Background: an optimization exercise with open tools, aiming at small area, a short achievable clock period and few clock cycles. Do not read the settings as production practice. Function was checked by simulation only, so behaviour that the tests miss may differ from the original. Power and IR drop assume default switching activity.

--- design/flow/config.mk ---
export PLATFORM = sky130hd
export DESIGN_NAME = bct_encoder
export DESIGN_NICKNAME = bct_encoder
export VERILOG_FILES = /design/flow/design.v
export SDC_FILE = /design/flow/constraint.sdc
export NUM_CORES = 4
export LEC_CHECK = 0
export CAP_MARGIN = 20
export CORE_MARGIN = 2
export CORE_UTILIZATION = 40
export SLEW_MARGIN = 20
--- design/flow/constraint.sdc ---
create_clock -name core_clock -period 8.0 [get_ports {clk}]
set_input_delay 1.6000 -clock core_clock [delete_from_list [all_inputs] [get_ports {clk}]]
set_output_delay 1.6000 -clock core_clock [all_outputs]
set_load 0.01 [all_outputs]
--- design/flow/design.v ---
module bct_encoder (
    input  wire        clk,
    input  wire        rst,
    input  wire        start,
    output wire        ready,
    input  wire [15:0] cfg_len,     
    input  wire [1:0]  cfg_wsel,    
    input  wire        cfg_list,    
    input  wire        cfg_skip,    
    input  wire [5:0]  cfg_bw,      
    input  wire [15:0] cfg_mcl,     
    output reg         done,
    output reg         rd_req,
    output reg  [15:0] rd_idx,
    input  wire        rd_valid,
    input  wire [31:0] rd_data,
    output wire        out_valid,
    output wire [7:0]  out_data,
    input  wire        out_ready
);
    localparam S_IDLE    = 4'd0;
    localparam S_HDR     = 4'd1;
    localparam S_HDR2    = 4'd2;
    localparam S_POP     = 4'd3;
    localparam S_DECIDE  = 4'd4;
    localparam S_LIT_REQ = 4'd5;
    localparam S_LIT_WT  = 4'd6;
    localparam S_LIT_PUT = 4'd7;
    localparam S_ZC      = 4'd8;
    localparam S_ZC_WT   = 4'd9;
    localparam S_ZC_PUT  = 4'd10;
    localparam S_CLOSE   = 4'd11;
    localparam S_DONE    = 4'd12;
    localparam STACK_DEPTH = 32;
    reg [3:0]  state;
    reg [15:0] len_r;
    reg [5:0]  w_r;
    reg [5:0]  ebw_r;
    reg        list_r;
    reg        skip_r;
    reg [15:0] mcl_r;
    reg [15:0] stk_from [0:STACK_DEPTH-1];
    reg [15:0] stk_len  [0:STACK_DEPTH-1];
    reg [5:0]  stk_bp   [0:STACK_DEPTH-1];
    reg [5:0]  sp;
    reg [15:0] c_from;
    reg [15:0] c_len;
    reg [5:0]  c_bp;
    reg [15:0] idx;
    reg [15:0] lo;
    reg [15:0] hi;
    reg [31:0] elem;
    reg [39:0] acc;
    reg [5:0]  cnt;
    reg        closing;
    function [4:0] bits_len16;
        input [15:0] v;
        integer k;
        begin
            bits_len16 = 5'd0;
            for (k = 0; k < 16; k = k + 1)
                if (v[k]) bits_len16 = k[4:0] + 5'd1;
        end
    endfunction
    function [31:0] size_mask;
        input [5:0] n;
        begin
            size_mask = (n >= 6'd32) ? 32'hFFFF_FFFF : ((32'd1 << n) - 32'd1);
        end
    endfunction
    reg        put_en;
    reg [31:0] put_val;
    reg [5:0]  put_n;
    wire room       = (cnt < 6'd8);
    wire [5:0] out_n = (cnt >= 6'd8) ? 6'd8 : cnt;
    assign out_valid = (cnt >= 6'd8) || (closing && cnt != 6'd0);
    assign out_data  = acc[7:0];
    assign ready     = (state == S_IDLE);
    wire [31:0] put_masked = put_val & size_mask(put_n);
    always @(posedge clk) begin
        if (rst) begin
            cnt     <= 6'd0;
            closing <= 1'b0;
        end else if (state == S_IDLE && start) begin
            acc     <= 40'd0;
            cnt     <= 6'd0;
            closing <= 1'b0;
        end else if (put_en) begin
            acc <= acc | ({8'd0, put_masked} << cnt);
            cnt <= cnt + put_n;
        end else if (out_valid && out_ready) begin
            acc <= acc >> 8;
            cnt <= cnt - out_n;
        end else if (state == S_CLOSE) begin
            closing <= 1'b1;
        end
    end
    wire [15:0] mid     = lo + ((hi - lo) >> 1);
    wire [5:0]  bp_m1   = c_bp - 6'd1;
    wire        is_full = skip_r && !list_r && ({17'd0, c_len} == (33'd1 << c_bp));
    wire [15:0] n_zeros = lo;
    wire [15:0] n_ones  = c_len - lo;
    wire [4:0]  sp_cur  = sp[4:0];
    wire [4:0]  sp_top  = sp[4:0] - 5'd1;
    wire [4:0]  sp_nxt  = sp[4:0] + 5'd1;
    always @(*) begin
        put_en  = 1'b0;
        put_val = 32'd0;
        put_n   = 6'd0;
        case (state)
            S_HDR: begin
                put_en  = room;
                put_val = list_r ? {16'd0, len_r} : {16'd0, len_r - 16'd1};
                put_n   = list_r ? 6'd32 : w_r;
            end
            S_HDR2: begin
                put_en  = room;
                put_val = 32'd0;
                put_n   = 6'd25;
            end
            S_LIT_PUT: begin
                put_en  = room;
                put_val = elem;
                put_n   = c_bp;
            end
            S_ZC_PUT: begin
                put_en  = room;
                put_val = {16'd0, n_zeros};
                put_n   = {1'b0, bits_len16(c_len)};
            end
            default: ;
        endcase
    end
    always @(posedge clk) begin
        if (rst) begin
            state  <= S_IDLE;
            done   <= 1'b0;
            rd_req <= 1'b0;
            sp     <= 6'd0;
        end else begin
            done <= 1'b0;
            case (state)
                S_IDLE: begin
                    if (start) begin
                        len_r  <= cfg_len;
                        w_r    <= 6'd8 << cfg_wsel;
                        ebw_r  <= (cfg_bw == 6'd0) ? (6'd8 << cfg_wsel) : cfg_bw;
                        list_r <= cfg_list;
                        skip_r <= cfg_skip;
                        mcl_r  <= cfg_mcl;
                        sp     <= 6'd0;
                        state  <= S_HDR;
                    end
                end
                S_HDR: begin
                    if (room) begin
                        if (list_r) begin
                            state <= S_HDR2;
                        end else begin
                            state <= S_POP;
                            if (len_r != 16'd0) begin
                                stk_from[0] <= 16'd0;
                                stk_len[0]  <= len_r;
                                stk_bp[0]   <= ebw_r;
                                sp          <= 6'd1;
                            end
                        end
                    end
                end
                S_HDR2: begin
                    if (room) begin
                        state <= S_POP;
                        if (len_r != 16'd0) begin
                            stk_from[0] <= 16'd0;
                            stk_len[0]  <= len_r;
                            stk_bp[0]   <= ebw_r;
                            sp          <= 6'd1;
                        end
                    end
                end
                S_POP: begin
                    if (sp == 6'd0) begin
                        state <= S_CLOSE;
                    end else begin
                        c_from <= stk_from[sp_top];
                        c_len  <= stk_len[sp_top];
                        c_bp   <= stk_bp[sp_top];
                        sp     <= sp - 6'd1;
                        state  <= S_DECIDE;
                    end
                end
                S_DECIDE: begin
                    if (is_full) begin
                        state <= S_POP;
                    end else if (c_len <= mcl_r) begin
                        idx   <= 16'd0;
                        state <= S_LIT_REQ;
                    end else begin
                        lo    <= 16'd0;
                        hi    <= c_len;
                        state <= S_ZC;
                    end
                end
                S_LIT_REQ: begin
                    rd_req <= 1'b1;
                    rd_idx <= c_from + idx;
                    state  <= S_LIT_WT;
                end
                S_LIT_WT: begin
                    if (rd_valid) begin
                        rd_req <= 1'b0;
                        elem   <= rd_data;
                        state  <= S_LIT_PUT;
                    end
                end
                S_LIT_PUT: begin
                    if (room) begin
                        if (idx + 16'd1 == c_len) begin
                            state <= S_POP;
                        end else begin
                            idx   <= idx + 16'd1;
                            state <= S_LIT_REQ;
                        end
                    end
                end
                S_ZC: begin
                    if (lo < hi) begin
                        rd_req <= 1'b1;
                        rd_idx <= c_from + mid;
                        state  <= S_ZC_WT;
                    end else begin
                        state <= S_ZC_PUT;
                    end
                end
                S_ZC_WT: begin
                    if (rd_valid) begin
                        rd_req <= 1'b0;
                        elem   <= rd_data;
                        state  <= S_ZC;
                        if (rd_data[bp_m1[4:0]])
                            hi <= rd_idx - c_from;
                        else
                            lo <= rd_idx - c_from + 16'd1;
                    end
                end
                S_ZC_PUT: begin
                    if (room) begin
                        state <= S_POP;
                        if (bp_m1 != 6'd0) begin
                            if (n_zeros != 16'd0 && n_ones != 16'd0) begin
                                stk_from[sp_cur]        <= c_from;
                                stk_len[sp_cur]         <= n_zeros;
                                stk_bp[sp_cur]          <= bp_m1;
                                stk_from[sp_nxt] <= c_from + n_zeros;
                                stk_len[sp_nxt]  <= n_ones;
                                stk_bp[sp_nxt]   <= bp_m1;
                                sp                  <= sp + 6'd2;
                            end else if (n_zeros != 16'd0) begin
                                stk_from[sp_cur] <= c_from;
                                stk_len[sp_cur]  <= n_zeros;
                                stk_bp[sp_cur]   <= bp_m1;
                                sp           <= sp + 6'd1;
                            end else if (n_ones != 16'd0) begin
                                stk_from[sp_cur] <= c_from + n_zeros;
                                stk_len[sp_cur]  <= n_ones;
                                stk_bp[sp_cur]   <= bp_m1;
                                sp           <= sp + 6'd1;
                            end
                        end
                    end
                end
                S_CLOSE: begin
                    if (closing && cnt == 6'd0)
                        state <= S_DONE;
                end
                S_DONE: begin
                    done  <= 1'b1;
                    state <= S_IDLE;
                end
                default: state <= S_IDLE;
            endcase
        end
    end
endmodule
--- design/flow/run.sh ---
#!/bin/bash
# synth_recipe.tcl (not shown) runs the flow's synth.tcl, then flattens the netlist and writes it again
# the make line also repeats each setting of config.mk as NAME=value (left out here)
make -C /OpenROAD-flow-scripts/flow DESIGN_CONFIG=/design/flow/config.mk WORK_HOME=/design/flow/orfs CLKGATE_MAP_FILE= SYNTH_SCRIPT=/design/flow/synth_recipe.tcl finish
==> notes.md <==
The run finished with no timing, DRC or antenna violations. The fraction of power spent switching nets was 32.6%; the power share of the clock group was 32.5%. In the routed layout, each cell is associated on average with a via count of 6.08. The floorplan step defined a core boundary enclosing 197000 um2. The count of buffers added on input and output ports is 106.

The clock drives 1452 sinks. The worst setup path is captured at a flop. The tools report the number of standard cells in the layout, taps in and fillers out as 9289.

For this design the ratio of total power to cell area is 259 nW/um2. The internal portion of the total power is 15.4 mW. For the overall via count from detail_route, the log shows 56500.

Count of pins on the block boundary: 107. Summed over all layers, the routed wires come to 255000 um. At the pin with the least slew margin, the transition time is 1.19 ns.

IR analysis of the VDD net gives a maximum drop of 242 uV. Counting the buffers created by CTS gives 160. Fill cells in the final layout number 17700. The number of max-slew violations in the final report came out at 0. The share of total power dissipated in sequential elements is 39.7%. The shortest clock period the worst path allows after layout works out to 7.02 ns. The run gives 7 as the detailed-router iteration count before antenna repair. The floorplan step set the die height to 448 um. The post-route netlist has 16.5% of its cells at a drive strength greater than 1. The number of distinct library cell variants in the gate-level netlist after synthesis is 107. Average footprint of a synthesized cell: 11.7 um2.

TritonCTS built the clock tree. The register bit count reported by yosys is 1452. The tools report the critical path data arrival time as 7.48 ns. The leakage power figure is 28.7 nW, and the max-cap violation count is 0. The design draws 22.8 mW. The die covers 201000 um2.

In this run the worst hold path is classified as reg2reg. Setup repair after global routing left no endpoint under its margin. The sequential cells in the finished layout cover a total of 43400 um2.

After technology mapping, the gate count stands at 6737. The area added between synthesis and finish was 11.7%. The required time at the worst-slack endpoint is 8.46 ns, and the number of synthesized flops with an enable pin is 1433. The clock transition at the register clock pins on the worst setup and hold paths after CTS was 0.06 ns; the number of warnings issued by yosys was 1. The clock passes through at most 3 buffers. The number of hold buffers added after CTS was 0. In this run the core area contains 163 standard-cell rows. Across every metal layer, demand over resource in global routing totals 25.2%.

Share of synthesized flip-flops with an asynchronous set or reset: 0%. STA classifies the critical path startpoint as a flop. In this run the worst path has a maximum fanout of 26. For the number of failing setup endpoints in the final timing report, the log shows 0. The run gives 0 ns as the aggregate negative setup slack. Dividing the detail-routed wire length by the instance count gives 27.5 um. The cell area after synthesis was 78900 um2; the detailed-route DRC error count was 0. The run gives 373000 um as the first-pass GRT wire length. In this run the number of H-tree levels came out at 4. Number of antenna violations at the first check in global routing: 10.

In this run the power spent charging and discharging nets is 7.43 mW. Once detail routing completed, the nets flagged for antenna violations numbered 0. The clock arrives with 0.0604 ns of skew. The combined area of the multi-input logic cells was 33000 um2; the share of the yosys chip area belonging to registers was 55.0%. The run gives 143 MHz as the highest clock frequency the design can meet. The relative slew slack came out at 20.4%. Entering global routing, the biggest net connects 138 pins. The initial DRC count was 7234; the die boundary width was 448 um.

The congestion estimate from routability-driven global placement came to 0.961. Cell at the root of the clock tree: sky130_fd_sc_hd__clkbuf_16. Once the clock tree was built, the setup fixing pass inserted 0 buffers.

Detailed placement ended at an HPWL of 165000 um. In the synthesized netlist the dominant register cell turns out to be sky130_fd_sc_hd__edfxtp_1. In the layout the commonest cells are 1433 x sky130_fd_sc_hd__edfxtp_1, 1170 x sky130_fd_sc_hd__nand2_1, 1036 x sky130_fd_sc_hd__o21ai_0. The logs give 0 for the hold violation count in the final report and 0 for the number of cells upsized or downsized after cts. The clock latency at the later pin of the worst-skew pair is 0.86 ns, and the portion of total power attributed to combinational logic is 27.8%. Most frequent standard cell in the layout excluding fill and tap cells: sky130_fd_sc_hd__edfxtp_1. Hold timing on the final database bottoms out at a slack of 0.526 ns. Initial cell density of the core: 40.1%. For the via count of the first global-routing pass, the log shows 53900. After layout, the worst path uses 87.7% of the clock period.

For this run the aggregate overflow at the end of global routing stands at 0. The critical path in this run is classified as reg2reg. For the post-synth net total, the log shows 6969.

The count of nets after finishing was 6752. The logs give 0.98 ns for the setup slack on the worst flop-to-flop path and 8996 for the number of cells in the design after placement.
[state kept, by name, indices dropped and copies added, names as in the netlist, 16 cells and up]
name      flops
stk_from    512
stk_len     512
stk_bp      192
acc          40
elem         32
c_from       16
c_len        16
hi           16
idx          16
len_r        16
lo           16
mcl_r        16
rd_idx       16
[metal layers]
metal | GRT usage [%] | wire length, um | part of all wire (%) | up-vias
li1 | - | - | - | 24700
met5 | 0 | 26 | 0.010 | -
met4 | 10.4 | 11100 | 4.4 | 4
met1 | 34.3 | 100000 | 39 | 28100
met2 | 40.0 | 119000 | 47 | 3118
met3 | 4.47 | 24600 | 9.6 | 533
[layout make-up]
| cell class | instances | area share (%) |
|---|---|---|
| antenna | 2 | 0.00568 |
| sequential | 1452 | 49.3 |
| clock inverter | 108 | 1.27 |
| timing repair buffer | 314 | 3.09 |
| clock buffer | 181 | 4.63 |
| multi-input combinational | 4450 | 37.4 |
| tap | 2640 | 3.75 |
| inverter | 142 | 0.605 |
[worst paths after layout]
check / endpoint / start / depth (start not counted)
hold reg to reg: closing / closing / 2
setup / recovery: stk_len[22][13] / lo[1] / 15
setup reg to reg: stk_len[22][13] / lo[1] / 15
hold / removal: closing / closing / 2
[critical path, cell delays in order (launching register included)]
cell and delay (ns):
sky130_fd_sc_hd__edfxtp_1 0.63, sky130_fd_sc_hd__inv_1 0.27, sky130_fd_sc_hd__ha_1 0.33, sky130_fd_sc_hd__nor2b_1 0.14, sky130_fd_sc_hd__o2111ai_1 0.27, sky130_fd_sc_hd__a41o_1 0.27, sky130_fd_sc_hd__o211a_1 0.21, sky130_fd_sc_hd__o31ai_1 0.13
sky130_fd_sc_hd__xnor2_2 0.70, sky130_fd_sc_hd__buf_4 0.52, sky130_fd_sc_hd__or2_1 0.28, sky130_fd_sc_hd__nor3_4 0.09, sky130_fd_sc_hd__a21oi_4 0.19, sky130_fd_sc_hd__nand3_1 0.83, sky130_fd_sc_hd__o21ai_4 1.15, sky130_fd_sc_hd__buf_4 0.51
[cell usage after synthesis, types with 75 or more instances]
library cell               instances  area [um2]
sky130_fd_sc_hd__edfxtp_1       1433       43000
sky130_fd_sc_hd__nand2_1        1176        4410
sky130_fd_sc_hd__o21ai_0        1068        5350
sky130_fd_sc_hd__clkbuf_1        477        1790
sky130_fd_sc_hd__mux4_2          398        8960
sky130_fd_sc_hd__a21oi_1         271        1360
sky130_fd_sc_hd__nor2_1          247         927
sky130_fd_sc_hd__inv_1           138         518
sky130_fd_sc_hd__ha_1            131        1640
sky130_fd_sc_hd__buf_2           114         571
sky130_fd_sc_hd__nand3_1         110         551
sky130_fd_sc_hd__mux2i_1         106        1060
sky130_fd_sc_hd__xnor2_1          75         657
sky130_fd_sc_hd__xor2_1           75         657
[stage by stage]
| stage | util (%) | instance area [um2] | setup WS (ns) |
|---|---|---|---|
| finish | 44.8 | 88100 | 0.985 |
| global route | 44.8 | 88100 | 0.869 |
| CTS | 44.7 | 88100 | 1.16 |
| detailed placement | 42.1 | 82900 | 1.25 |
| global placement | 42.1 | 82800 | 1.24 |
| floorplan | - | 78900 | 1.31 |
[power by group through the flow]
stage                     Sequential (mW)  Clock [mW]  Combinational [mW]
after floorplan                      9.10           0                4.10
after global placement               9.20           0                6.14
after detailed placement             9.21           0                6.20
after CTS                            9.05        7.49                6.22
after global routing                 9.07        7.79                6.72
final                                9.05        7.41                6.34
[kinds of logic after synthesis]
group           synth area share, %
compound gates                 12.5
xor+xnor                       1.68
fa+ha+maj                      2.63
buf+inv                        4.45
flops                          55.0
mux                            13.4
simple gates                   10.3
Testbench counts, summed over its fixed seeds: cycles 425,130.

[what the ideal ports hide]
Ports are ideal in the flow. The routed layout listed here was re-timed in OpenROAD.
Step 1: set_driving_cell puts a clkbuf_16 on clk and a buf_2 on each other input, an assumption about the parent block.
Step 2 times the ports against the registers' clock, not the clock port: input delays grow and output delays shrink by t, the midpoint of the rising clock arrivals with the driver on.
Three values: ideal ports, drivers, drivers and shift; two values: the first two.
t, ns: 0.921
setup WS [ns]: 0.985 / 0.985 / 0.985
worst setup path after step 2: register to register
After both steps this run still meets setup and hold. The setup slack of this run moves by 0.000 ns with the drivers and by 0.000 ns with both steps.
